This is an optimization exercise on Yosys and OpenROAD, whose aim is small area and a short achievable clock period, not a production implementation.
RTL that was checked went through simulation tests only; none was proved equivalent to the original.
No functional check of the RTL was part of runs 2 to 5 and 7.

$ cat run.sh
#!/bin/bash
# synth_recipe.tcl (not shown) runs the flow's synth.tcl, then flattens the netlist and writes it again
# the make line also repeats each setting of config.mk as NAME=value (left out here)
make -C /OpenROAD-flow-scripts/flow DESIGN_CONFIG=/design/flow/config.mk WORK_HOME=/design/flow/orfs CLKGATE_MAP_FILE= SYNTH_SCRIPT=/design/flow/synth_recipe.tcl finish
$ cat config.mk
export PLATFORM = sky130hd
export DESIGN_NAME = sab_unpack
export DESIGN_NICKNAME = sab_unpack
export VERILOG_FILES = /design/flow/design.v
export SDC_FILE = /design/flow/constraint.sdc
export NUM_CORES = 4
export LEC_CHECK = 0
export CAP_MARGIN = 20
export CORE_MARGIN = 2
export CORE_UTILIZATION = 40
export SLEW_MARGIN = 20
$ cat constraint.sdc
create_clock -name core_clock -period 10.5 [get_ports {clk}]
set_input_delay 2.1000 -clock core_clock [delete_from_list [all_inputs] [get_ports {clk}]]
set_output_delay 2.1000 -clock core_clock [all_outputs]
set_load 0.01 [all_outputs]
$ cat design.v
module sab_unpack (
    input  wire        clk,
    input  wire        rst,
    input  wire        in_valid,
    input  wire [31:0] in_word,
    input  wire [31:0] in_layout,
    output reg         out_valid,
    output reg         out_err,
    output reg  [4:0]  out_width,
    output reg  [31:0] out_iqi,
    output reg  [31:0] out_iqq,
    output reg  [63:0] out_i,
    output reg  [63:0] out_q
);
    reg        v_r;
    reg [31:0] word_r;
    reg [31:0] layout_r;
    always @(posedge clk) begin
        if (rst)
            v_r <= 1'b0;
        else
            v_r <= in_valid;
        word_r   <= in_word;
        layout_r <= in_layout;
    end
    wire [7:0] mi = layout_r[31:24];
    wire [7:0] li = layout_r[23:16];
    wire [7:0] mq = layout_r[15:8];
    wire [7:0] lq = layout_r[7:0];
    wire [7:0] span_i = mi - li;
    wire [7:0] span_q = mq - lq;
    wire legal = (mi > li) && (mq > lq) && (span_i == span_q) &&
                 (span_i >= 8'd2) && (mi <= 8'd31) && (mq <= 8'd31);
    wire [7:0] width8 = span_i - 8'd1;
    wire [4:0] width  = width8[4:0];
    wire [31:0] mask = (32'd1 << width) - 32'd1;
    wire [31:0] i_raw = (word_r >> li) & mask;
    wire [31:0] q_raw = (word_r >> lq) & mask;
    function [31:0] sext;
        input [31:0] raw;
        input [4:0]  w;
        input [31:0] m;
        begin
            if (raw[w - 5'd1])
                sext = raw | ~m;
            else
                sext = raw;
        end
    endfunction
    wire [31:0] i_s = sext(i_raw, width, mask);
    wire [31:0] q_s = sext(q_raw, width, mask);
    function [63:0] to_f64;
        input [31:0] v;
        input [4:0]  w;
        reg          s;
        reg [31:0]   a;
        reg [4:0]    p;
        reg [10:0]   e;
        reg [52:0]   m;
        integer      b;
        begin
            s = v[31];
            a = s ? (32'd0 - v) : v;
            p = 5'd0;
            for (b = 0; b < 32; b = b + 1)
                if (a[b])
                    p = b[4:0];
            e = 11'd1023 + {6'd0, p} - {6'd0, w} + 11'd1;
            m = {21'd0, a} << (6'd52 - {1'b0, p});
            if (a == 32'd0)
                to_f64 = 64'd0;
            else
                to_f64 = {s, e, m[51:0]};
        end
    endfunction
    wire [63:0] i_f = to_f64(i_s, width);
    wire [63:0] q_f = to_f64(q_s, width);
    always @(posedge clk) begin
        if (rst)
            out_valid <= 1'b0;
        else
            out_valid <= v_r;
        out_err   <= ~legal;
        out_width <= width;
        out_iqi   <= i_s;
        out_iqq   <= q_s;
        out_i     <= i_f;
        out_q     <= q_f;
    end
endmodule
==> results of run 1 <==
cell usage after synthesis (33+ instances only):
master | instances | area, um2
nor2_1 | 265 | 995
dfxtp_1 | 262 | 5250
nand2_1 | 226 | 848
mux2i_1 | 188 | 1880
a21oi_1 | 140 | 701
o21ai_0 | 132 | 661
clkbuf_1 | 112 | 420
nor3_1 | 105 | 526
o22ai_1 | 103 | 644
nand3_1 | 92 | 460
inv_1 | 89 | 334
xnor2_1 | 77 | 674
mux2_2 | 59 | 664
a31oi_1 | 50 | 313
buf_2 | 47 | 235
o211ai_1 | 44 | 330
a211oi_1 | 40 | 300
and3_1 | 37 | 231
ha_1 | 36 | 450
and2_1 | 35 | 219
nand2b_1 | 34 | 213
nor4_1 | 34 | 213
or3_1 | 33 | 206
state kept, by name, summed over array words and instances, names as in the netlist:
signal	count
layout_r	32
out_err	1
v_r	1
out_i	63
out_iqq	32
out_iqi	32
out_q	63
word_r	32
out_width	5
out_valid	1
kinds of logic (layout without fill, tap and decap cells):
logic type / count (synthesis) / in the layout / share of synthesized area [%]
flops: 262 / 262 / 23.0
compound gates: 911 / 911 / 28.2
other cells: 1 / 16 / 0.0164
mux: 285 / 285 / 14.6
xor+xnor: 111 / 111 / 4.55
fa+ha+maj: 43 / 43 / 2.54
simple gates: 997 / 997 / 21.7
buf+inv: 291 / 618 / 5.43
layer usage:
| metal | GRT usage (%) | vias up | routed length (um) |
|---|---|---|---|
| met5 | 0 | - | 43 |
| met4 | 20.6 | 6 | 7980 |
| met3 | 5.41 | 365 | 8980 |
| met2 | 56.6 | 1543 | 48600 |
| met1 | 43.1 | 12400 | 42500 |
| li1 | - | 11600 | - |
metrics by stage:
step	cells	hold slack, ps	area, um2
2_1_floorplan	2916	414	22900
3_3_place_gp	3939	435	27200
3_5_place_dp	3939	455	27200
4_1_cts	3988	464	28200
5_1_grt	3999	482	28600
6_report	3999	464	28600
final cells by class:
class                   count  area [um2]
repair buffers            468        4250
flip-flops and latches    262        5250
multi-input cells        2363       16800
fillers                  5522       27800
clock inverters            17         263
inverters                 101         389
well taps                 756         946
clock buffers              32         734
timing repair:
action                     CTS  global route
resized for setup            7            66
setup endpoints to repair   42            93
buffers inserted             0            11
pin swaps                    0             4
hold endpoints to repair     0             0
final timing paths:
| kind | from | to | cells past startpoint |
|---|---|---|---|
| max reg2reg | layout_r[17] | out_i[16] | 38 |
| min | v_r | out_valid | 1 |
| max | layout_r[17] | out_i[16] | 38 |
| min reg2reg | v_r | out_valid | 1 |
==> flow_summary.yaml, run 1 <==
global_routing:
  grt_usage_pct: 34.7
  grt_overflow_total: 0
  grt_max_degree: 45
  antenna_found_initial: 2
  grt_pass1_wl_mm: 157
  grt_pass1_vias: 24400
layout:
  final_cell_mix: "clkdlybuf4s50_1 (265), nor2_1 (260), dfxtp_1 (260), nand2_1 (226), buf_4 (197)"
  antenna_cells: 0
  finish.utilization_pct: 50.8
  final_common_cell: "clkdlybuf4s50_1"
  drive_above_1_share_pct: 15.4
  final_nets: 3332
  area_growth_pct: 25.4
clock_tree:
  clock_latency_ps: 600
  cts_sinks: 262
  cts.clk_slew.worst_paths_ps: 60
  ctsHtreeMaxLevel: 1
  root_buffer: "clkbuf_16"
  cts_tree: "done"
  cts_made_buffers: 27
  cts_hold_buf: 0
  cts_buffer_depth: 3
yosys:
  yosys_warnings: 1
  yosysSeqAreaShare_pct: 23.0
  synth_cell_types: 126
  async_reset_ff_share_pct: 0
  syn_area_um2: 22800
  synth.avg_cell_area_um2: 7.87
  synth-edff-count: 0
  ys.flop_type: "dfxtp_1"
  netlist_instances: 2901
  synth-seq-cells: 262
placement:
  gp_congestion: 1.10
  pre_cts_ws_ps: -336
  detailed_place_hpwl_mm: 87.1
  port_buffers: 265
routing:
  drt-pass1-iter-count: 6
  ant_nets: 0
  vias_per_cell: 6.48
  drc: 0
  finalWirelength_mm: 108
  drt_iter0_drc: 2770
  wl_per_cell_um: 27.0
  vias: 25900
worst_setup_path:
  max_stage_delay_ps: 600
  r2r_slack_ps: 390
  required_ps: 10970
  worst_ep_arrival_time_ps: 10580
  crit_top_cell: "inv_1"
  crit_family: "compound AO/OA/AOI/OAI gates"
  cp_slowest_cell: "fa_1"
  end_kind: "register"
  worst-path-buf-inv: 9
  worstSetupPathType: "register to register"
  worst_setup_path_start_kind: "register"
  worst-path-max-fanout: 34
sta:
  relSlewSlack_pct: 22.2
  fin_crit_ps: 10110
  setup_viol: 0
  timing.setup.tns_ps: 0
  fmax_ghz: 0.0989
  slew_violations: 0
  fin_crit_sh_pct: 96.3
  fin_ws_ps: 394
  fin_skew_ps: 34.9
  hold_viol_final: 0
  tightest_slew_ps: 1150
run:
  maxCapViolations: 0
die:
  pin_count: 266
  die_x_um: 243
  core_um2: 56400
  num_rows: 87
  dieArea_um2: 59000
  die_h_um: 243
  start_util_pct: 40.5
outcome:
  status: "timing/DRC/antenna clean"
min_path:
  hold_class: "register to register"
==> run 2: changes to the inputs <==
==> design.v (replaced) <==
module sab_unpack (
    input  wire        clk,
    input  wire        rst,
    input  wire        in_valid,
    input  wire [31:0] in_word,
    input  wire [31:0] in_layout,
    output reg         out_valid,
    output reg         out_err,
    output reg  [4:0]  out_width,
    output wire [31:0] out_iqi,
    output wire [31:0] out_iqq,
    output wire [63:0] out_i,
    output wire [63:0] out_q
);
    wire [4:0] mi = in_layout[28:24];
    wire [4:0] li = in_layout[20:16];
    wire [4:0] mq = in_layout[12:8];
    wire [4:0] lq = in_layout[4:0];
    wire hi_zero = ~|{in_layout[31:29], in_layout[23:21],
                      in_layout[15:13], in_layout[7:5]};
    wire [5:0] span_i = {1'b0, mi} - {1'b0, li};
    wire [5:0] span_q = {1'b0, mq} - {1'b0, lq};
    wire legal = hi_zero && (span_i == span_q) && !span_i[5] &&
                 (span_i[4:1] != 4'd0);
    wire [4:0] width = span_i[4:0] - 5'd1;
    function [29:0] extract;
        input [31:0] w;
        input [4:0]  m;
        input [4:0]  l;
        reg   [33:0] wx;
        reg          s;
        reg   [31:0] g;
        integer      j;
        begin
            wx = {w, 2'b00};
            s  = wx[m];
            for (j = 0; j < 32; j = j + 1)
                g[j] = (j + 2 <= m) ? w[j] : s;
            extract = ($signed(g) >>> l);
        end
    endfunction
    reg [29:0] iqi_r;
    reg [29:0] iqq_r;
    always @(posedge clk) begin
        if (rst)
            out_valid <= 1'b0;
        else
            out_valid <= in_valid;
        out_err   <= ~legal;
        out_width <= width;
        iqi_r     <= extract(in_word, mi, li);
        iqq_r     <= extract(in_word, mq, lq);
    end
    function [63:0] to_f64;
        input [29:0] v;
        input [4:0]  w;
        reg          s;
        reg   [29:0] a;
        reg   [4:0]  lz;
        reg   [29:0] n;
        reg          nz;
        reg   [4:0]  e;
        integer      b;
        begin
            s  = v[29];
            a  = s ? (30'd0 - v) : v;
            nz = |a;
            lz = 5'd0;
            for (b = 0; b < 30; b = b + 1)
                if (a[b])
                    lz = 5'd29 - b[4:0];
            n  = a << lz;
            e  = 5'd29 - lz - w;
            to_f64 = {s, 1'b0, {5{nz}}, e & {5{nz}}, n[28:0], 23'd0};
        end
    endfunction
    assign out_iqi = {iqi_r[29], iqi_r[29], iqi_r};
    assign out_iqq = {iqq_r[29], iqq_r[29], iqq_r};
    assign out_i   = to_f64(iqi_r, out_width);
    assign out_q   = to_f64(iqq_r, out_width);
endmodule
--- a/config.mk
+++ b/config.mk
@@ -5,6 +5,7 @@
 export SDC_FILE = /design/flow/constraint.sdc
 export NUM_CORES = 4
 export LEC_CHECK = 0
+export ABC_AREA = 1
 export CAP_MARGIN = 20
 export CORE_MARGIN = 2
 export CORE_UTILIZATION = 40
==> run 2 against run 1 <==
Core utilization is 3.5 points lower. Synthesized cell count shrank 18%. Largest cell class unchanged. Sequential cell count shrank 195. Final area down 48%. Sequential share of layout area fell by 9.3 points. Final cell count down 28%. Critical path depth down 10.
==> flow_summary.yaml, run 2 <==
die:
  start_util_pct: 40.6
  die_x_um: 183
  dieArea_um2: 33500
  num_rows: 65
  core_um2: 31600
  die_h_um: 183
  pin_count: 266
clock_tree:
  root_buffer: "clkbuf_16"
  cts_made_buffers: 9
  post-cts-setup-buffers: 0
  cts.clk_slew.worst_paths_ps: 60
  ctsHtreeMaxLevel: 3
  cts_sinks: 67
  cts_resized: 0
  cts_buffer_depth: 2
  cts_tree: "done"
  cts_hold_buf: 0
routing:
  vias: 15300
  wl_per_cell_um: 15.1
  drt-pass1-iter-count: 6
  vias_per_cell: 5.33
  ant_nets: 0
  finalWirelength_mm: 43.4
  drt_iter0_drc: 1349
  drc: 0
yosys:
  yosys_warnings: 1
  netlist_instances: 2372
  synth_top_cell_area_share_pct: 20.9
  syn_area_um2: 12800
  yosysSeqAreaShare_pct: 10.5
  yosys-top-cells-count: "nand2_1 (714), nand3_1 (343), o21ai_0 (283)"
  synth.avg_cell_area_um2: 5.40
  async_reset_ff_share_pct: 0
  synth-seq-cells: 67
  synth_area_leaders: "nand2_1 (21%), nand3_1 (13%), o21ai_0 (11%)"
  ys.flop_type: "dfxtp_1"
  synth_top_cell_by_area: "nand2_1"
  synth_cell_types: 53
  synth_most_common_cell: "nand2_1"
  synth-edff-count: 0
worst_setup_path:
  max_stage_delay_ps: 740
  crit_top_cell: "inv_1"
  worst_setup_path_start_kind: "register"
  worst_ep_arrival_time_ps: 6460
  required_ps: 8400
  cp_slowest_cell: "nand2_1"
  crit_family: "buffers and inverters"
  worst-path-max-fanout: 29
  end_kind: "output pin"
  worstSetupPathType: "register to output pin"
  worst-path-buf-inv: 9
global_routing:
  grt_overflow_total: 0
  antenna_found_initial: 0
  grt_pass1_wl_mm: 70.0
  grt_max_degree: 35
  grt_usage_pct: 25.1
  grt_pass1_vias: 13700
sta:
  fin_ws_ps: 1940
  fin_crit_sh_pct: 81.5
  relSlewSlack_pct: 33.3
  fin_crit_ps: 8560
  setup_viol: 0
  rsz0062_at_grt: "false"
  tightest_slew_ps: 998
  hold_viol_final: 0
  timing.setup.tns_ps: 0
  slew_violations: 0
  fmax_ghz: 0.117
  whs_ps: 2290
layout:
  post-route-cell-area_um2: 14900
  final_nets: 2569
  final_cell_mix: "nand2_1 (713), nand3_1 (343), o21ai_0 (283), inv_1 (222), clkdlybuf4s50_1 (214)"
  area_growth_pct: 16.4
  final_common_cell: "nand2_1"
  largestRegisters: "iqi_r x30, iqq_r x30, out_width x5"
  drive_above_1_share_pct: 4.93
  antenna_cells: 0
outcome:
  status: "timing/DRC/antenna clean"
placement:
  port_buffers: 214
  detailed_place_hpwl_mm: 35.1
  gp_congestion: 0.957
  pre_cts_ws_ps: 2270
  place_area_um2: 14600
min_path:
  hold_class: "primary input to register"
run:
  maxCapViolations: 0
[run 2: cell types whose count changed in the layout (fill, tap and decap cells not counted), sizes merged, moves of 108 or more]
| cell | change |
|---|---|
| nand2 | +500 |
| nand3 | +271 |
| dfxtp | -195 |
| buf | -194 |
| mux2i | -172 |
| inv | +152 |
| o21ai | +128 |
| nor2 | -108 |
[run 2: area by class of cell]
cell class / count / area [um2]
clock inverter: 4 / 50.0
multi-input combinational: 1910 / 9580
tap: 402 / 503
fill: 3502 / 16600
clock buffer: 11 / 253
inverter: 259 / 977
sequential: 67 / 1340
timing repair buffer: 223 / 2220
[run 2: kinds of logic after synthesis]
logic type,count (synthesis),share of synthesized area [%]
flops,67,10.5
other cells,1,0.0293
simple gates,1322,45.7
xor+xnor,59,4.44
buf+inv,443,16.2
fa+ha+maj,32,3.36
mux,19,1.48
compound gates,429,18.2
[run 2: worst paths after layout]
| path | startpoint | to | depth (start not counted) |
|---|---|---|---|
| setup / recovery | iqi_r[0] | out_i[56] | 28 |
| hold / removal | in_valid | out_valid | 3 |
[run 2: layer usage]
layer	vias up	GRT usage [%]	part of all wire, %
met5	-	0	0
met3	47	1.51	5.3
met2	549	40.8	45
met4	0	5.89	1.9
met1	6851	36.2	48
li1	7878	-	-
[run 2: metrics by stage]
stage / cells / util (%)
after detailed placement: 2861 / 46.3
after global routing: 2876 / 47.3
final: 2876 / 47.3
after CTS: 2876 / 47.3
after floorplan: 2420 / -
after global placement: 2860 / 46.3
==> run 3: changes to the inputs <==
--- a/config.mk
+++ b/config.mk
@@ -8,5 +8,6 @@
 export ABC_AREA = 1
 export CAP_MARGIN = 20
 export CORE_MARGIN = 2
-export CORE_UTILIZATION = 40
+export CORE_UTILIZATION = 85
+export PLACE_DENSITY = 0.9
 export SLEW_MARGIN = 20
==> run 3 against run 2 <==
The flow now stops in global placement without I/O. Synthesized area stayed put. Synthesized cell count unchanged.
==> flow_summary.yaml, run 3 <==
yosys:
  synth_cell_types: 53
  synth-seq-cells: 67
  synth_top_cell_by_area: "nand2_1"
  netlist_instances: 2372
  synth_most_common_cell: "nand2_1"
  syn_area_um2: 12800
  yosysSeqAreaShare_pct: 10.5
  synth.avg_cell_area_um2: 5.40
  synth-edff-count: 0
  synth_top_cell_area_share_pct: 20.9
  ys.flop_type: "dfxtp_1"
  synth_area_leaders: "nand2_1 (21%), nand3_1 (13%), o21ai_0 (11%)"
  yosys-top-cells-count: "nand2_1 (714), nand3_1 (343), o21ai_0 (283)"
  async_reset_ff_share_pct: 0
  yosys_warnings: 1
die:
  num_rows: 44
  start_util_pct: 87.5
  die_x_um: 127
  die_h_um: 127
outcome:
  status: "stopped before the end"
  haltStage: "global placement without I/O"
  firstError: "[ERROR GPL-0301] Utilization 104.763 % exceeds 100%."
-- run 3: cell counts after synthesis --
No cell type changed its count.
-- run 3: logic make-up after synthesis --
kind of cell,synth area share [%]
AO/OA/AOI/OAI,18.2
other,0.0293
multiplexers,1.48
adder cells (fa/ha/maj),3.36
XOR/XNOR,4.44
buffers and inverters,16.2
AND/OR/NAND/NOR,45.7
flip-flops,10.5
==> run 4: changes to the inputs <==
--- a/config.mk
+++ b/config.mk
@@ -8,6 +8,6 @@
 export ABC_AREA = 1
 export CAP_MARGIN = 20
 export CORE_MARGIN = 2
-export CORE_UTILIZATION = 85
-export PLACE_DENSITY = 0.9
+export CORE_UTILIZATION = 70
+export PLACE_DENSITY = 0.8
 export SLEW_MARGIN = 20
==> run 4 against run 3 <==
The run now finishes clean. Synthesized area did not move. Synthesized cell count did not move.
==> flow_summary.yaml, run 4 <==
clock_tree:
  root_buffer: "clkbuf_16"
  cts.clk_slew.worst_paths_ps: 60
  post-cts-setup-buffers: 0
  cts_hold_buf: 0
  cts_resized: 0
  cts_buffer_depth: 2
  cts_made_buffers: 9
  cts_sinks: 67
  ctsHtreeMaxLevel: 3
  cts_tree: "done"
global_routing:
  grt_max_degree: 35
  antenna_found_initial: 0
  met2_usage_pct: 70.8
  grt_overflow_total: 0
  grt_usage_pct: 42.9
  gr-max-usage-layer: "met2"
  grt_pass1_vias: 14900
  grt.met3_usage_pct: 6.54
  grt_pass1_wl_mm: 71.4
  grt.met1_usage_pct: 54.9
yosys:
  synth-compound-area-share_pct: 18.2
  synth_top_cell_by_area: "nand2_1"
  yosysSeqAreaShare_pct: 10.5
  synth-seq-cells: 67
  netlist_instances: 2372
  synth-edff-count: 0
  synthSimpleGateAreaFrac_pct: 45.7
  ys.flop_type: "dfxtp_1"
  synth.area.mux_share_pct: 1.48
  syn_area_um2: 12800
  synth_top_family_by_area: "simple AND/OR/NAND/NOR gates"
  synth_fa_ha_area_share_pct: 3.36
  async_reset_ff_share_pct: 0
  synthXorXnorAreaFrac_pct: 4.44
  synth_top_cell_area_share_pct: 20.9
  synth_most_common_cell: "nand2_1"
  yosys_warnings: 1
  synth.avg_cell_area_um2: 5.40
  synth_area_leaders: "nand2_1 (21%), nand3_1 (13%), o21ai_0 (11%)"
  yosys-top-cells-count: "nand2_1 (714), nand3_1 (343), o21ai_0 (283)"
  synth_cell_types: 53
min_path:
  hold_class: "primary input to register"
  hold_start: "in_valid"
  holdPathStages: 3
  whs_endpoint: "out_valid"
layout:
  antenna_cells: 0
  area_growth_pct: 14.7
  fin_cells: 2703
  final_common_cell: "nand2_1"
  largestRegisters: "iqi_r x30, iqq_r x30, out_width x5"
  drive_above_1_share_pct: 4.89
  final_nets: 2568
  post-route-cell-area_um2: 14700
  final_cell_mix: "nand2_1 (714), nand3_1 (343), o21ai_0 (283), inv_1 (222), clkdlybuf4s50_1 (214)"
die:
  dieArea_um2: 19400
  die_h_um: 139
  start_util_pct: 71.3
  die_x_um: 139
  num_rows: 49
  pin_count: 266
  core_um2: 18000
sta:
  fin_ws_ps: 1850
  setup_viol: 0
  fin_crit_ps: 8650
  fmax_ghz: 0.116
  relSlewSlack_pct: 28.8
  slew_violations: 0
  rsz0062_at_grt: "false"
  fin_crit_sh_pct: 82.4
  tightest_slew_ps: 1070
  hold_viol_final: 0
  timing.setup.tns_ps: 0
routing:
  finalWirelength_mm: 43.9
  drt_iter0_drc: 2350
  drt-pass1-iter-count: 8
  wl_per_cell_um: 16.3
  ant_nets: 0
  drc: 0
  vias: 16900
  vias_per_cell: 6.24
worst_setup_path:
  worst_setup_path_start_kind: "register"
  worst_ep_arrival_time_ps: 6550
  required_ps: 8400
  worst-path-max-fanout: 29
  worstSetupPathType: "register to output pin"
  crit_top_cell: "inv_1"
  end_kind: "output pin"
  max_stage_delay_ps: 710
  cp_slowest_cell: "nand2_1"
placement:
  dp_cells: 2687
  port_buffers: 214
  detailed_place_hpwl_mm: 32.9
  place_area_um2: 14400
  gp_congestion: 1.05
  pre_cts_ws_ps: 2350
run:
  maxCapViolations: 0
outcome:
  status: "timing/DRC/antenna clean"
==> run 4: cell counts after synthesis <==
Identical to the previous run, type by type.
==> run 4: how the worst max path moves through the flow <==
| stage | cells past startpoint | start | to |
|---|---|---|---|
| 3_5_place_dp | 28 | iqi_r[0] | out_i[56] |
| 2_1_floorplan | 27 | iqq_r[0] | out_q[56] |
| 4_1_cts | 28 | iqi_r[0] | out_i[56] |
| 5_1_grt | 28 | iqi_r[0] | out_i[56] |
| 3_3_place_gp | 28 | iqi_r[0] | out_i[56] |
| 6_report | 28 | iqi_r[0] | out_i[56] |
==> run 4: stage by stage <==
stage                     utilization (%)  hold WS [ps]
after floorplan                         -          2170
after global placement               80.1          2620
after detailed placement             80.1          2620
after CTS                            81.8          2270
after global routing                 81.8          2320
final                                81.8          2270
==> run 4: metal layers <==
metal	vias up	share of wire, %
met3	247	12
met5	-	0
met1	7418	38
met2	1332	45
met4	0	5.6
li1	7875	-
==> run 4: area by class of cell <==
class	instances	area [um2]
clock buffers	11	253
flip-flops and latches	67	1340
multi-input cells	1910	9570
fillers	1329	3270
inverters	259	977
clock inverters	5	61.3
well taps	229	287
repair buffers	222	2200
==> run 4: critical path, delay by kind of cell (launching register included) <==
family                     cells  cell delay, ps
DFF                            1             440
adders and majority gates      3             920
xor gates and xnor gates       2             450
AOI/OAI and AO/OA              5             640
and+or+nand+nor                9            1840
buffers and inverters          9            1910
==> run 4: cell families after synthesis <==
| group | after synthesis |
|---|---|
| xor+xnor | 59 |
| other cells | 1 |
| compound gates | 429 |
| fa+ha+maj | 32 |
| mux | 19 |
| flops | 67 |
| buf+inv | 443 |
| simple gates | 1322 |
==> run 5: changes to the inputs <==
--- a/design.v
+++ b/design.v
@@ -39,15 +39,18 @@
             extract = ($signed(g) >>> l);
         end
     endfunction
+    reg        v_r;
+    reg        err_r;
+    reg [4:0]  w_r;
     reg [29:0] iqi_r;
     reg [29:0] iqq_r;
     always @(posedge clk) begin
         if (rst)
-            out_valid <= 1'b0;
+            v_r <= 1'b0;
         else
-            out_valid <= in_valid;
-        out_err   <= ~legal;
-        out_width <= width;
+            v_r <= in_valid;
+        err_r     <= ~legal;
+        w_r       <= width;
         iqi_r     <= extract(in_word, mi, li);
         iqq_r     <= extract(in_word, mq, lq);
     end
@@ -74,8 +77,24 @@
             to_f64 = {s, 1'b0, {5{nz}}, e & {5{nz}}, n[28:0], 23'd0};
         end
     endfunction
-    assign out_iqi = {iqi_r[29], iqi_r[29], iqi_r};
-    assign out_iqq = {iqq_r[29], iqq_r[29], iqq_r};
-    assign out_i   = to_f64(iqi_r, out_width);
-    assign out_q   = to_f64(iqq_r, out_width);
+    wire [63:0] fi = to_f64(iqi_r, w_r);
+    wire [63:0] fq = to_f64(iqq_r, w_r);
+    reg [29:0] oi_r, oq_r;
+    reg [34:0] fi_r, fq_r;    
+    always @(posedge clk) begin
+        if (rst)
+            out_valid <= 1'b0;
+        else
+            out_valid <= v_r;
+        out_err   <= err_r;
+        out_width <= w_r;
+        oi_r      <= iqi_r;
+        oq_r      <= iqq_r;
+        fi_r      <= {fi[56:52], fi[51:23], fi[57]};
+        fq_r      <= {fq[56:52], fq[51:23], fq[57]};
+    end
+    assign out_iqi = {oi_r[29], oi_r[29], oi_r};
+    assign out_iqq = {oq_r[29], oq_r[29], oq_r};
+    assign out_i   = {oi_r[29], 1'b0, {5{fi_r[0]}}, fi_r[34:1], 23'd0};
+    assign out_q   = {oq_r[29], 1'b0, {5{fq_r[0]}}, fq_r[34:1], 23'd0};
 endmodule
==> flow/run.sh (new file) <==
#!/bin/bash
# The standard layout, with plain buf_1 cells as the port buffers (instead of
# the default pick) so the I/O paths and the port-buffer area stay small.
set -euo pipefail
bash standard.sh "BUFFER_PORTS_ARGS=-buffer_cell sky130_fd_sc_hd__buf_1" finish > flow_make.log 2>&1
==> standard.sh (new file) <==
#!/bin/bash
# synth_recipe.tcl (not shown) runs the flow's synth.tcl, then flattens the netlist and writes it again
# the make line also repeats each setting of config.mk as NAME=value (left out here)
make -C /OpenROAD-flow-scripts/flow DESIGN_CONFIG=/design/flow/config.mk WORK_HOME=/design/flow/orfs CLKGATE_MAP_FILE= SYNTH_SCRIPT=/design/flow/synth_recipe.tcl "${@:-finish}"
--- a/config.mk
+++ b/config.mk
@@ -8,6 +8,6 @@
 export ABC_AREA = 1
 export CAP_MARGIN = 20
 export CORE_MARGIN = 2
-export CORE_UTILIZATION = 70
-export PLACE_DENSITY = 0.8
+export CORE_UTILIZATION = 40
+export SETUP_SLACK_MARGIN = 5
 export SLEW_MARGIN = 20
removed: run.sh
==> run 5 against run 4 <==
Still clean on timing, DRC and antenna. Final cell count grew 16%. Clock-buffer cell count increased by 15. Via count is 2.9% lower. Critical path type is now primary input to register. Highest routed layer unchanged.
==> flow_summary.yaml, run 5 <==
sta:
  tightest_slew_ps: 1020
  fin_crit_ps: 5110
  fmax_ghz: 0.196
  relSlewSlack_pct: 32.0
  fin_ws_ps: 5390
  timing.setup.tns_ps: 0
  slew_violations: 0
  whs_ps: 332
  hold_viol_final: 0
  fin_skew_ps: 20.9
  fin_crit_sh_pct: 48.7
  rsz0062_at_grt: "false"
  setup_viol: 0
run:
  maxCapViolations: 0
clock_tree:
  ctsHtreeMaxLevel: 1
  root_buffer: "clkbuf_16"
  clock_latency_ps: 520
  cts_hold_buf: 0
  cts.clk_slew.worst_paths_ps: 60
  cts_tree: "done"
  post-cts-setup-buffers: 0
  cts_sinks: 204
  cts_made_buffers: 21
  cts_buffer_depth: 3
worst_setup_path:
  crit_start: "in_layout[24]"
  max_stage_delay_ps: 400
  r2r_slack_ps: 5530
  worst-path-buf-inv: 3
  crit_family: "compound AO/OA/AOI/OAI gates"
  reg2reg_from: "iqq_r[0]"
  path_cells: "buf_1 -> inv_1 -> o21ai_0 -> o221ai_1 -> nand2_1 -> nand2_1 -> a221oi_1 -> nand2_1 -> nand2_1 -> clkinv_1 -> o21ai_0 -> nand2_1 -> o21ai_0 -> o21ai_0 -> mux2i_1 -> o21ai_0 -> a31oi_1 -> a21oi_1"
  worstSetupPathType: "primary input to register"
  worst_setup_path_start_kind: "primary input"
  worstSetupEndpoint: "iqi_r[10]"
  worst-path-max-fanout: 12
  end_kind: "register"
  ff2ff_path_depth: 26
  timing.rr.end: "fq_r[34]"
  required_ps: 10830
  path_depth: 18
  cp_slowest_cell: "o21ai_0"
  worst_ep_arrival_time_ps: 5450
yosys:
  async_reset_ff_share_pct: 0
  netlist_instances: 2495
  synth-edff-count: 0
  synth_most_common_cell: "nand2_1"
  synth.avg_cell_area_um2: 6.11
  yosys_warnings: 1
  synth_top_cell_area_share_pct: 26.8
  synth_area_leaders: "dfxtp_1 (27%), nand2_1 (17%), nand3_1 (12%)"
  yosys-top-cells-count: "nand2_1 (702), nand3_1 (374), o21ai_0 (290)"
  synth-seq-cells: 204
  yosysSeqAreaShare_pct: 26.8
  synth_top_cell_by_area: "dfxtp_1"
  ys.flop_type: "dfxtp_1"
  synth_cell_types: 57
  syn_area_um2: 15200
layout:
  seqCellArea_um2: 4090
  final_nets: 2710
  multiInputGateArea_um2: 9420
  antenna_cells: 0
  largestRegisters: "fi_r x35, fq_r x35"
  final_cell_mix: "nand2_1 (700), nand3_1 (374), o21ai_0 (289), inv_1 (226), buf_1 (210)"
  area_growth_pct: 9.36
  fill_cells: 4079
  drive_above_1_share_pct: 4.80
  final_common_cell: "nand2_1"
die:
  die_x_um: 199
  dieArea_um2: 39700
  num_rows: 71
  core_um2: 37600
  pin_count: 266
  start_util_pct: 40.6
  die_h_um: 199
min_path:
  hold_class: "register to register"
placement:
  detailed_place_hpwl_mm: 36.5
  port_buffers: 215
  gp_congestion: 0.920
  pre_cts_ws_ps: 4370
global_routing:
  grt_pass1_wl_mm: 74.0
  grt_overflow_total: 0
  grt_max_degree: 36
  grt_pass1_vias: 14800
  grt_usage_pct: 22.7
  antenna_found_initial: 0
routing:
  vias: 16400
  vias_per_cell: 5.22
  wl_per_cell_um: 14.8
  finalWirelength_mm: 46.3
  drc: 0
  drt-pass1-iter-count: 6
  drt_iter0_drc: 1529
  ant_nets: 0
outcome:
  status: "timing/DRC/antenna clean"
run 5: cell count changes after synthesis, moves of 10 or more:
cell,change
nand3_1,+31
nor2_1,+14
dfxtp_1,+137
nand2_1,-12
nand3_2,-16
nor3_1,-10
run 5: how the worst min path moves through the flow:
stage               startpoint  endpoint  slack, ps  depth (start not counted)
detailed placement       err_r   out_err        320                          0
floorplan                err_r   out_err        310                          0
global placement         err_r   out_err        320                          0
CTS                      err_r   out_err        340                          0
global route             err_r   out_err        350                          0
finish                   err_r   out_err        330                          0
run 5: logic make-up after synthesis:
kind of cell    count (synthesis)  synth area share, %
other cells                     1               0.0246
flops                         204                 26.8
buf+inv                       428                 12.8
simple gates                 1329                 38.1
compound gates                432                 15.3
fa+ha+maj                      31                 2.74
xor+xnor                       54                 3.25
mux                            16                 1.05
run 5: repair_timing:
action | 4_1_cts | 5_1_grt
pin swaps | 0 | 1
gates resized for setup | 1 | 13
endpoints found under the setup margin | 11 | 65
run 5: layout make-up:
class                      instances  share of cell area, %
clock inverter                    12                  0.525
sequential                       204                   24.5
timing repair buffer             228                   5.49
inverter                         245                   5.57
tap                              511                   3.83
clock buffer                      26                   3.56
multi-input combinational       1912                   56.5
run 5: through the flow:
step | cell area, um2 | cells | util, %
finish | 16700 | 3138 | 44.4
CTS | 16600 | 3138 | 44.3
detailed placement | 16000 | 3100 | 42.4
global route | 16700 | 3138 | 44.4
global placement | 16000 | 3100 | 42.4
floorplan | 15400 | 2544 | -
run 5: per-layer routing:
layer / up-vias / wire [um] / global-route usage, %
met4: 0 / 1120 / 7.05
met1: 7415 / 21900 / 32.2
met5: - / 0 / 0
met3: 70 / 2640 / 1.81
li1: 8307 / - / -
met2: 593 / 20700 / 36.6
==> run 6: changes to the inputs <==
--- a/design.v
+++ b/design.v
@@ -30,13 +30,15 @@
         reg   [33:0] wx;
         reg          s;
         reg   [31:0] g;
+        reg   [63:0] x;
         integer      j;
         begin
             wx = {w, 2'b00};
             s  = wx[m];
             for (j = 0; j < 32; j = j + 1)
                 g[j] = (j + 2 <= m) ? w[j] : s;
-            extract = ($signed(g) >>> l);
+            x = {{32{s}}, g} >> l;
+            extract = x[29:0];
         end
     endfunction
     reg        v_r;
==> run 6 against run 5 <==
Core utilization barely moved. Sequential share of layout area shrank 0.14 points. Synthesized cell count fell by 0.48%. Final area rose by 0.58%. Setup slack worse by 44 ps. Global-route usage shrank 0.20 points. Synthesized area up 0.66%. Critical endpoint is now iqq_r[16]. Non-clock buffer count is 3 higher.
==> flow_summary.yaml, run 6 <==
outcome:
  status: "timing/DRC/antenna clean"
clock_tree:
  root_buffer: "clkbuf_16"
  cts_tree: "done"
  cts.clk_slew.worst_paths_ps: 60
  clock_latency_ps: 520
  cts_sinks: 204
  ctsHtreeMaxLevel: 1
  cts_made_buffers: 21
  cts_buffer_depth: 3
  cts_hold_buf: 0
worst_setup_path:
  worst-path-max-fanout: 23
  worstSetupPathType: "primary input to register"
  max_stage_delay_ps: 280
  r2r_slack_ps: 5390
  ff2ff_path_depth: 27
  timing.rr.end: "fq_r[34]"
  crit_family: "compound AO/OA/AOI/OAI gates"
  reg2reg_from: "iqq_r[0]"
  cp_slowest_cell: "a221oi_2"
  path_cells: "buf_2 -> nor2_1 -> a22oi_1 -> o221ai_1 -> a22o_1 -> a221oi_2 -> nand2_1 -> nand2_4 -> inv_1 -> a21oi_1 -> a31oi_1 -> o21ai_0 -> inv_1 -> o21ai_0 -> nand2_1 -> o21ai_0 -> nand2_1 -> o21ai_1 -> o21ai_0"
  crit_start: "in_layout[9]"
  required_ps: 10870
  end_kind: "register"
  worst_ep_arrival_time_ps: 5530
  worst_setup_path_start_kind: "primary input"
  worst-path-buf-inv: 3
  crit_top_cell: "o21ai_0"
min_path:
  hold_start: "err_r"
  holdPathStages: 0
  hold_class: "register to register"
  whs_endpoint: "out_err"
sta:
  fmax_ghz: 0.194
  fin_skew_ps: 26.5
  fin_ws_ps: 5340
  setup_viol: 0
  rsz0062_at_grt: "true"
  fin_crit_sh_pct: 49.1
  timing.setup.tns_ps: 0
  whs_ps: 329
  tightest_slew_ps: 981
  fin_crit_ps: 5160
  hold_viol_final: 0
  relSlewSlack_pct: 34.6
  slew_violations: 0
yosys:
  yosys_warnings: 1
  synth_top_family_by_area: "simple AND/OR/NAND/NOR gates"
  synth-edff-count: 0
  netlist_instances: 2483
  synthSimpleGateAreaFrac_pct: 37.2
  synth_top_cell_by_area: "dfxtp_1"
  synth_fa_ha_area_share_pct: 2.72
  synth_area_leaders: "dfxtp_1 (27%), nand2_1 (17%), nand3_1 (12%)"
  ys.flop_type: "dfxtp_1"
  synth_most_common_cell: "nand2_1"
  syn_area_um2: 15300
  synth-compound-area-share_pct: 15.1
  async_reset_ff_share_pct: 0
  synth.area.mux_share_pct: 1.37
  synth.avg_cell_area_um2: 6.18
  yosysSeqAreaShare_pct: 26.6
  synthXorXnorAreaFrac_pct: 3.39
  synth_cell_types: 60
  yosys-top-cells-count: "nand2_1 (679), nand3_1 (372), o21ai_0 (277)"
  synth_top_cell_area_share_pct: 26.6
  synth-seq-cells: 204
global_routing:
  grt_usage_pct: 22.5
  grt_pass1_vias: 14300
  antenna_found_initial: 0
  grt_overflow_total: 0
  grt_pass1_wl_mm: 73.5
  grt_max_degree: 34
die:
  dieArea_um2: 40000
  core_um2: 37800
  die_h_um: 200
  pin_count: 266
  num_rows: 71
  start_util_pct: 40.7
  die_x_um: 200
layout:
  seqCellArea_um2: 4090
  final_cell_mix: "nand2_1 (676), nand3_1 (372), o21ai_0 (276), inv_1 (236), buf_1 (212)"
  area_growth_pct: 9.28
  antenna_cells: 0
  largestRegisters: "fi_r x35, fq_r x35"
  fill_cells: 4127
  multiInputGateArea_um2: 9400
  drive_above_1_share_pct: 5.04
  final_nets: 2702
  final_common_cell: "nand2_1"
routing:
  drt_iter0_drc: 1554
  vias: 16300
  drc: 0
  vias_per_cell: 5.20
  wl_per_cell_um: 14.7
  drt-pass1-iter-count: 6
  ant_nets: 0
  finalWirelength_mm: 46.0
placement:
  detailed_place_hpwl_mm: 36.4
  port_buffers: 215
  gp_congestion: 0.966
  pre_cts_ws_ps: 3910
run:
  maxCapViolations: 0
==> run 6: changes by cell type in the layout (fill, tap and decap cells not counted), sizes merged, moves of 6 or more <==
| cell | before | now |
|---|---|---|
| o21ai | 294 | 279 |
| nand2 | 712 | 696 |
| inv | 243 | 257 |
| buf | 223 | 229 |
| a21oi | 79 | 56 |
| o211ai | 7 | 16 |
==> run 6: cells by family (layout without fill, tap and decap cells) <==
| family | Yosys count | count (layout) |
|---|---|---|
| mux | 21 | 21 |
| buf+inv | 444 | 531 |
| compound gates | 418 | 418 |
| other cells | 1 | 50 |
| fa+ha+maj | 31 | 31 |
| xor+xnor | 56 | 56 |
| simple gates | 1308 | 1308 |
| flops | 204 | 204 |
==> run 6: per-layer routing <==
metal	global-route usage, %	wire length, um	up-vias
li1	-	-	8297
met1	32.7	21900	7280
met2	35.7	20200	631
met3	1.85	2880	64
met4	6.34	967	0
met5	0	0	-
==> run 6: area by class of cell <==
class                   instances  share of cell area (%)
repair buffers                231                    5.55
flip-flops and latches        204                    24.4
clock buffers                  26                    3.36
repair inverters                1                  0.0298
well taps                     511                    3.81
inverters                     261                    5.88
clock inverters                12                   0.977
multi-input cells            1884                    56.0
==> run 6: through the flow <==
step           cells  utilization (%)  cell area (um2)
2_1_floorplan   2532                -            15500
3_3_place_gp    3088             42.3            16000
3_5_place_dp    3088             42.3            16000
4_1_cts         3126             44.3            16700
5_1_grt         3130             44.4            16800
6_report        3130             44.4            16800
==> run 6: worst max-delay path by stage <==
| stage | endpoint | slack (ps) | cells past startpoint |
|---|---|---|---|
| after floorplan | iqq_r[18] | 5870 | 17 |
| after global placement | iqq_r[16] | 3930 | 17 |
| after detailed placement | iqq_r[16] | 3910 | 17 |
| after CTS | fq_r[34] | 5040 | 18 |
| after global routing | fq_r[34] | 4880 | 25 |
| final | iqq_r[16] | 5340 | 19 |
==> run 6: what timing repair did <==
item / in CTS / in global routing
setup endpoints to repair: 56 / 89
gates resized for setup: 4 / 11
buffers inserted: 0 / 3
gates cloned: 0 / 1
hold endpoints to repair: 0 / 0
==> run 6: worst reg2reg max path, stage by stage (launching register included) <==
cell and delay, ps:
dfxtp_1 400, inv_2 160, ha_1 210, inv_1 80, nor4_2 240, nand2_1 150, nor4_2 220, nand3_1 110
inv_1 90, nand3_2 100, o31ai_2 240, o21ai_1 120, xor2_1 180, inv_2 110, nor2_1 50, nand2_1 140
nor2_1 70, nand2_2 430, clkinvlp_4 470, ha_1 390, inv_1 40, ha_1 320, a21oi_1 130, nand2_1 70
xor2_1 130, inv_1 60, o21ai_0 150, a21oi_1 90
==> run 7: changes to the inputs <==
--- a/design.v
+++ b/design.v
@@ -30,15 +30,13 @@
         reg   [33:0] wx;
         reg          s;
         reg   [31:0] g;
-        reg   [63:0] x;
         integer      j;
         begin
             wx = {w, 2'b00};
             s  = wx[m];
             for (j = 0; j < 32; j = j + 1)
                 g[j] = (j + 2 <= m) ? w[j] : s;
-            x = {{32{s}}, g} >> l;
-            extract = x[29:0];
+            extract = ($signed(g) >>> l);
         end
     endfunction
     reg        v_r;
==> flow/run.sh (replaced) <==
#!/bin/bash
# The standard layout, with plain buf_1 cells as the port buffers (instead of
# the default pick) so the I/O paths and the port-buffer area stay small, and
# timing repair aimed 6 ns below the clock period.
set -euo pipefail
bash standard.sh "BUFFER_PORTS_ARGS=-buffer_cell sky130_fd_sc_hd__buf_1" SETUP_SLACK_MARGIN=6 finish > flow_make.log 2>&1
--- a/config.mk
+++ b/config.mk
@@ -9,5 +9,4 @@
 export CAP_MARGIN = 20
 export CORE_MARGIN = 2
 export CORE_UTILIZATION = 40
-export SETUP_SLACK_MARGIN = 5
 export SLEW_MARGIN = 20
==> run 7 against run 6 <==
Still clean on timing, DRC and antenna. Final area rose by 7.4%. Register-to-register slack improved by 870 ps. Core utilization rose by 3.5 points. Synthesized area fell by 0.65%. Wire length rose by 6.3%. Via count rose by 2.9%. Synthesized cell count rose by 0.48%. Fmax rose by 19%. Sequential share of layout area fell by 1.6 points. Highest routed layer unchanged.
==> flow_summary.yaml, run 7 <==
yosys:
  synth_top_cell_by_area: "dfxtp_1"
  synth_area_leaders: "dfxtp_1 (27%), nand2_1 (17%), nand3_1 (12%)"
  yosys_warnings: 1
  synth_top_cell_area_share_pct: 26.8
  synthSimpleGateAreaFrac_pct: 38.1
  synth_most_common_cell: "nand2_1"
  async_reset_ff_share_pct: 0
  ys.flop_type: "dfxtp_1"
  syn_area_um2: 15200
  synth-seq-cells: 204
  synth.area.mux_share_pct: 1.05
  synth_fa_ha_area_share_pct: 2.74
  synth.avg_cell_area_um2: 6.11
  synthXorXnorAreaFrac_pct: 3.25
  yosysSeqAreaShare_pct: 26.8
  synth_cell_types: 57
  synth-compound-area-share_pct: 15.3
  synth-edff-count: 0
  synth_top_family_by_area: "simple AND/OR/NAND/NOR gates"
  netlist_instances: 2495
  yosys-top-cells-count: "nand2_1 (702), nand3_1 (374), o21ai_0 (290)"
placement:
  detailed_place_hpwl_mm: 36.8
  dp_cells: 3099
  port_buffers: 215
  gp_congestion: 0.947
die:
  pin_count: 266
  die_h_um: 199
  core_um2: 37600
  die_x_um: 199
  dieArea_um2: 39700
  start_util_pct: 40.6
  num_rows: 71
layout:
  final_cell_mix: "nand2_1 (691), nand3_1 (373), inv_1 (209), buf_1 (199), dfxtp_1 (197)"
  final_nets: 2774
  fin_cells: 3202
  antenna_cells: 0
  largestRegisters: "fi_r x35, fq_r x35"
  final_common_cell: "nand2_1"
  drive_above_1_share_pct: 11.6
  finish.utilization_pct: 47.9
  area_growth_pct: 18.1
worst_setup_path:
  reg2reg_from: "iqi_r[0]"
  worstSetupPathType: "primary input to register"
  worstSetupEndpoint: "iqi_r[4]"
  ff2ff_path_depth: 25
  worst-path-max-fanout: 15
  worst_ep_arrival_time_ps: 4720
  end_kind: "register"
  crit_start: "in_layout[25]"
  worst_setup_path_start_kind: "primary input"
  r2r_slack_ps: 6260
  timing.rr.end: "fi_r[34]"
  required_ps: 10880
routing:
  vias: 16800
  drc: 0
  drt_iter0_drc: 1679
  finalWirelength_mm: 48.8
  wl_per_cell_um: 15.3
  ant_nets: 0
  drt-pass1-iter-count: 8
  vias_per_cell: 5.23
sta:
  fin_crit_sh_pct: 41.3
  relSlewSlack_pct: 44.7
  fmax_ghz: 0.230
  fin_skew_ps: 13.2
  hold_viol_final: 0
  fin_crit_ps: 4340
  slew_violations: 0
  setup_viol: 0
  tightest_slew_ps: 829
  rsz0062_at_grt: "true"
  timing.setup.tns_ps: 0
global_routing:
  grt_max_degree: 36
  grt_pass1_vias: 14800
  grt_overflow_total: 0
  grt_pass1_wl_mm: 76.2
  antenna_found_initial: 0
  grt_usage_pct: 23.4
clock_tree:
  cts.clk_slew.worst_paths_ps: 60
  cts_made_buffers: 21
  cts_buffer_depth: 3
  ctsHtreeMaxLevel: 1
  root_buffer: "clkbuf_16"
  clock_latency_ps: 510
  cts_tree: "done"
  cts_sinks: 204
outcome:
  status: "timing/DRC/antenna clean"
min_path:
  hold_class: "register to register"
run:
  maxCapViolations: 0
run 7: changes by cell type after synthesis, sizes merged, moves of 5 or more:
cell	change
a21oi	+23
buf	-15
clkbuf	+15
inv	-14
mux2i	-5
nand2	+16
nor2	+5
nor4	-5
o211ai	-9
o21ai	+15
o221ai	-5
run 7: metrics by stage:
| step | setup WS [ps] | hold slack, ps | area, um2 |
|---|---|---|---|
| floorplan | 6010 | 310 | 15400 |
| global placement | 4760 | 320 | 15900 |
| detailed placement | 4650 | 319 | 15900 |
| global route | 5930 | 335 | 18000 |
| CTS | 5920 | 335 | 17000 |
| finish | 6160 | 331 | 18000 |
run 7: what timing repair did:
action | in CTS | in global routing
pin swaps | 6 | 48
gates cloned | 5 | 7
hold buffers | 0 | 0
buffers inserted | 9 | 44
gates resized for setup | 89 | 231
setup endpoints to repair | 122 | 116
run 7: logic make-up (layout without fill, tap and decap cells):
group                    Yosys count  after routing
AO/OA/AOI/OAI                    432            432
XOR/XNOR                          54             54
adder cells (fa/ha/maj)           31             31
buffers and inverters            428            570
flip-flops                       204            204
multiplexers                      16             16
other                              1             50
AND/OR/NAND/NOR                 1329           1334
run 7: layer usage:
metal | GRT usage [%] | part of all wire, % | up-vias
li1 | - | - | 8464
met1 | 33.4 | 46 | 7561
met2 | 38.0 | 45 | 641
met3 | 2.01 | 6.3 | 86
met4 | 5.94 | 2.1 | 0
met5 | 0 | 0 | -
run 7: area by class of cell:
| type | count | area (um2) |
|---|---|---|
| clock inverters | 11 | 163 |
| multi-input cells | 1917 | 9990 |
| clock buffers | 27 | 578 |
| fillers | 4019 | 19600 |
| repair inverters | 3 | 18.8 |
| flip-flops and latches | 204 | 4110 |
| repair buffers | 284 | 1510 |
| well taps | 511 | 639 |
| inverters | 245 | 1010 |
run 7: worst min path at each step:
stage                from      end  slack [ps]  depth (start not counted)
floorplan           err_r  out_err         310                          0
global placement    err_r  out_err         320                          0
detailed placement  err_r  out_err         320                          0
CTS                 err_r  out_err         330                          0
global route        err_r  out_err         340                          0
finish              err_r  out_err         330                          0
run 7: worst max-delay path, cell delays in order:
cell and delay (ps):
buf_6 150, nand2_4 90, clkinvlp_4 140, a22oi_1 190, o21ai_0 140, a221oi_1 300
nand2_1 140, nand2_4 170, buf_4 160, buf_16 140, a31oi_1 100, o21ai_0 260
o21ai_0 150, nand2_1 80, o21ai_0 140, o211ai_1 180, o21ai_1 90
==> run 8: changes to the inputs <==
--- a/design.v
+++ b/design.v
@@ -12,17 +12,33 @@
     output wire [63:0] out_i,
     output wire [63:0] out_q
 );
-    wire [4:0] mi = in_layout[28:24];
-    wire [4:0] li = in_layout[20:16];
-    wire [4:0] mq = in_layout[12:8];
-    wire [4:0] lq = in_layout[4:0];
+    wire [4:0] mi_in = in_layout[28:24];
+    wire [4:0] li_in = in_layout[20:16];
+    wire [4:0] mq_in = in_layout[12:8];
+    wire [4:0] lq_in = in_layout[4:0];
     wire hi_zero = ~|{in_layout[31:29], in_layout[23:21],
                       in_layout[15:13], in_layout[7:5]};
-    wire [5:0] span_i = {1'b0, mi} - {1'b0, li};
-    wire [5:0] span_q = {1'b0, mq} - {1'b0, lq};
+    wire [5:0] span_i = {1'b0, mi_in} - {1'b0, li_in};
+    wire [5:0] span_q = {1'b0, mq_in} - {1'b0, lq_in};
     wire legal = hi_zero && (span_i == span_q) && !span_i[5] &&
                  (span_i[4:1] != 4'd0);
-    wire [4:0] width = span_i[4:0] - 5'd1;
+    reg        v0_r;
+    reg        err0_r;
+    reg [31:0] word_r;
+    reg [4:0]  mi, li, mq, lq;
+    always @(posedge clk) begin
+        if (rst)
+            v0_r <= 1'b0;
+        else
+            v0_r <= in_valid;
+        err0_r <= ~legal;
+        word_r <= in_word;
+        mi     <= mi_in;
+        li     <= li_in;
+        mq     <= mq_in;
+        lq     <= lq_in;
+    end
+    wire [4:0] width = mi - li - 5'd1;
     function [29:0] extract;
         input [31:0] w;
         input [4:0]  m;
@@ -30,13 +46,15 @@
         reg   [33:0] wx;
         reg          s;
         reg   [31:0] g;
+        reg   [63:0] x;
         integer      j;
         begin
             wx = {w, 2'b00};
             s  = wx[m];
             for (j = 0; j < 32; j = j + 1)
                 g[j] = (j + 2 <= m) ? w[j] : s;
-            extract = ($signed(g) >>> l);
+            x = {{32{s}}, g} >> l;
+            extract = x[29:0];
         end
     endfunction
     reg        v_r;
@@ -48,11 +66,11 @@
         if (rst)
             v_r <= 1'b0;
         else
-            v_r <= in_valid;
-        err_r     <= ~legal;
+            v_r <= v0_r;
+        err_r     <= err0_r;
         w_r       <= width;
-        iqi_r     <= extract(in_word, mi, li);
-        iqq_r     <= extract(in_word, mq, lq);
+        iqi_r     <= extract(word_r, mi, li);
+        iqq_r     <= extract(word_r, mq, lq);
     end
     function [63:0] to_f64;
         input [29:0] v;
==> flow/run.sh (replaced) <==
#!/bin/bash
# The standard layout, with plain buf_1 cells as the port buffers (instead of
# the default pick) so the I/O paths and the port-buffer area stay small, and
# timing repair aimed 7 ns below the clock period.
set -euo pipefail
bash standard.sh "BUFFER_PORTS_ARGS=-buffer_cell sky130_fd_sc_hd__buf_1" SETUP_SLACK_MARGIN=7 finish > flow_make.log 2>&1
==> run 8 against run 7 <==
Still clean on timing, DRC and antenna. Synthesized cell count increased by 2.3%. Global-route usage increased by 0.43 points. Synthesized area increased by 6.8%. Sequential cell count increased by 52. Setup slack improved by 540 ps. Via count increased by 11%. Final area increased by 24%. Critical path type is now register to register. Largest cell class unchanged.
==> flow_summary.yaml, run 8 <==
layout:
  antenna_cells: 0
  drive_above_1_share_pct: 25.2
  post-route-cell-area_um2: 22400
  final_cell_mix: "nand2_1 (581), o21ai_0 (259), dfxtp_1 (234), buf_1 (214), inv_1 (210)"
  fin_cells: 3387
  largestRegisters: "fi_r x35, fq_r x35"
  area_growth_pct: 37.4
  final_common_cell: "nand2_1"
  final_nets: 2945
global_routing:
  grt_pass1_vias: 16100
  grt_max_degree: 36
  grt_overflow_total: 0
  grt_pass1_wl_mm: 82.0
  antenna_found_initial: 0
  grt_usage_pct: 23.9
worst_setup_path:
  timing.rr.end: "fi_r[33]"
  r2r_slack_ps: 6700
  cp_slowest_cell: "dfxtp_4"
  required_ps: 11000
  reg2reg_from: "iqi_r[4]"
  max_stage_delay_ps: 380
  ff2ff_path_depth: 21
  end_kind: "register"
  worst_ep_arrival_time_ps: 4300
  path_cells: "inv_2 -> nand4_1 -> nor4_4 -> nand4_1 -> o31ai_4 -> o21ai_4 -> a21oi_2 -> o21ai_1 -> xor2_1 -> buf_4 -> buf_4 -> or2_4 -> buf_12 -> nand2_8 -> ha_4 -> inv_2 -> ha_4 -> fa_2 -> xor2_1 -> nand2_1 -> inv_1"
  worstSetupPathType: "register to register"
  worst-path-max-fanout: 14
  worst_setup_path_start_kind: "register"
sta:
  whs_ps: 334
  tightest_slew_ps: 1030
  fmax_ghz: 0.263
  rsz0062_at_grt: "true"
  setup_viol: 0
  fin_crit_sh_pct: 36.2
  timing.setup.tns_ps: 0
  fin_ws_ps: 6700
  relSlewSlack_pct: 31.3
  fin_crit_ps: 3800
  slew_violations: 0
  fin_skew_ps: 10.1
  hold_viol_final: 0
routing:
  vias: 18600
  finalWirelength_mm: 58.9
  vias_per_cell: 5.50
  drc: 0
  drt_iter0_drc: 1797
  ant_nets: 0
  wl_per_cell_um: 17.4
  drt-pass1-iter-count: 6
outcome:
  status: "timing/DRC/antenna clean"
die:
  start_util_pct: 40.7
  die_h_um: 206
  pin_count: 266
  num_rows: 73
  dieArea_um2: 42300
  core_um2: 40000
  die_x_um: 206
clock_tree:
  cts.clk_slew.worst_paths_ps: 70
  ctsHtreeMaxLevel: 1
  cts_sinks: 256
  root_buffer: "clkbuf_16"
  cts_tree: "done"
  cts_buffer_depth: 3
  cts_hold_buf: 0
  cts_made_buffers: 27
  clock_latency_ps: 550
yosys:
  synth_cell_types: 56
  synth_top_cell_by_area: "dfxtp_1"
  yosys_warnings: 1
  yosys-top-cells-count: "nand2_1 (695), nand3_1 (361), o21ai_0 (307)"
  synth_top_cell_area_share_pct: 31.5
  netlist_instances: 2552
  syn_area_um2: 16300
  yosysSeqAreaShare_pct: 31.5
  ys.flop_type: "dfxtp_1"
  synth_area_leaders: "dfxtp_1 (31%), nand2_1 (16%), nand3_1 (11%)"
  synth-edff-count: 0
  async_reset_ff_share_pct: 0
  synth_most_common_cell: "nand2_1"
  synth-seq-cells: 256
  synth.avg_cell_area_um2: 6.38
min_path:
  hold_class: "register to register"
  hold_start: "err0_r"
  whs_endpoint: "err_r"
  holdPathStages: 0
placement:
  gp_congestion: 0.928
  pre_cts_ws_ps: 5270
  dp_cells: 3167
  place_area_um2: 17100
  port_buffers: 215
  detailed_place_hpwl_mm: 38.2
run:
  maxCapViolations: 0
[run 8: cells by family (layout without fill, tap and decap cells)]
group / Yosys count / in the layout / synth area share [%]
AOI/OAI and AO/OA: 444 / 444 / 14.7
xor gates and xnor gates: 55 / 55 / 3.05
adders and majority gates: 35 / 35 / 2.92
buffers and inverters: 445 / 693 / 12.1
DFF: 256 / 256 / 31.5
muxes: 17 / 17 / 1.04
other: 1 / 50 / 0.0230
and+or+nand+nor: 1299 / 1312 / 34.7
[run 8: routing by layer]
metal / vias to the layer above / GRT usage [%] / wire length [um]
li1: 8870 / - / -
met1: 8552 / 31.8 / 24100
met2: 962 / 39.8 / 27200
met3: 256 / 3.66 / 4870
met4: 0 / 7.24 / 2760
met5: - / 0 / 0
[run 8: worst max path at each step]
stage / cells after the start / to / start / slack [ps]
2_1_floorplan: 9 / err0_r / in_layout[8] / 6780
3_3_place_gp: 32 / fq_r[33] / iqq_r[29] / 5260
3_5_place_dp: 32 / fq_r[33] / iqq_r[29] / 5270
4_1_cts: 24 / fi_r[34] / iqi_r[2] / 6880
5_1_grt: 29 / fi_r[26] / iqi_r[5] / 6400
6_report: 21 / fi_r[33] / iqi_r[4] / 6700
[run 8: layout make-up]
type                    instances  area, um2
repair buffers                376       2350
flip-flops and latches        256       5180
clock buffers                  34        722
repair inverters                6       56.3
well taps                     525        657
multi-input cells            1913      12100
fillers                      3743      17600
clock inverters                14        173
inverters                     263       1110
[run 8: per-stage QoR]
step / utilization, %
3_5_place_dp: 42.8
3_3_place_gp: 42.8
5_1_grt: 55.9
4_1_cts: 48.8
2_1_floorplan: -
6_report: 55.9
[run 8: timing repair]
item / in CTS / in global routing
hold endpoints to repair: 0 / 0
resized for setup: 176 / 521
cloned: 15 / 12
pin swaps: 70 / 120
setup endpoints to repair: 124 / 124
buffers inserted: 80 / 65
[run 8: critical path: cells and delay by family, from the launching register on]
kind | cells | cell delay, ps
AOI/OAI and AO/OA | 4 | 700
xor gates and xnor gates | 2 | 410
adders and majority gates | 3 | 610
buffers and inverters | 6 | 610
DFF | 1 | 380
and+or+nand+nor | 6 | 1040

[port drivers added, routing unchanged]
The flow's constraints put no driver on any port. The routed layouts listed below were extracted and timed again, unchanged, in two steps. Step 1, drivers: a clkbuf_16 drives clk and a buf_2 each remaining input, both assumed. Step 2 also shifts input and output timing later by t, the mid clock arrival at the registers, as if the neighbouring blocks saw the same clock. Three values: no drivers, after step 1, after step 2; two values: the first two.
| run | t, ns | setup WS [ns] | worst setup path after step 2 | worst slew at a driven data input, ns |
|---|---|---|---|---|
| run 1 | 0.649 | 0.394 / 0.394 / 0.394 | register to register | 0.05 |
| run 2 | 0.361 | 1.939 / 1.899 / 2.260 | register to output | 0.04 |
| run 4 | 0.374 | 1.853 / 1.815 / 2.189 | register to output | 0.07 |
| run 5 | 0.557 | 5.385 / 5.409 / 4.852 | input to register | 0.04 |
| run 6 | 0.556 | 5.341 / 5.368 / 4.812 | input to register | 0.04 |
| run 7 | 0.554 | 6.160 / 6.175 / 5.621 | input to register | 0.05 |
| run 8 | 0.599 | 6.701 / 6.701 / 6.330 | input to register | 0.04 |
After both steps every run listed still meets setup and hold. For run 7, which loses most, drivers alone change the setup slack by +0.015 ns; drivers and shift together by -0.539 ns.
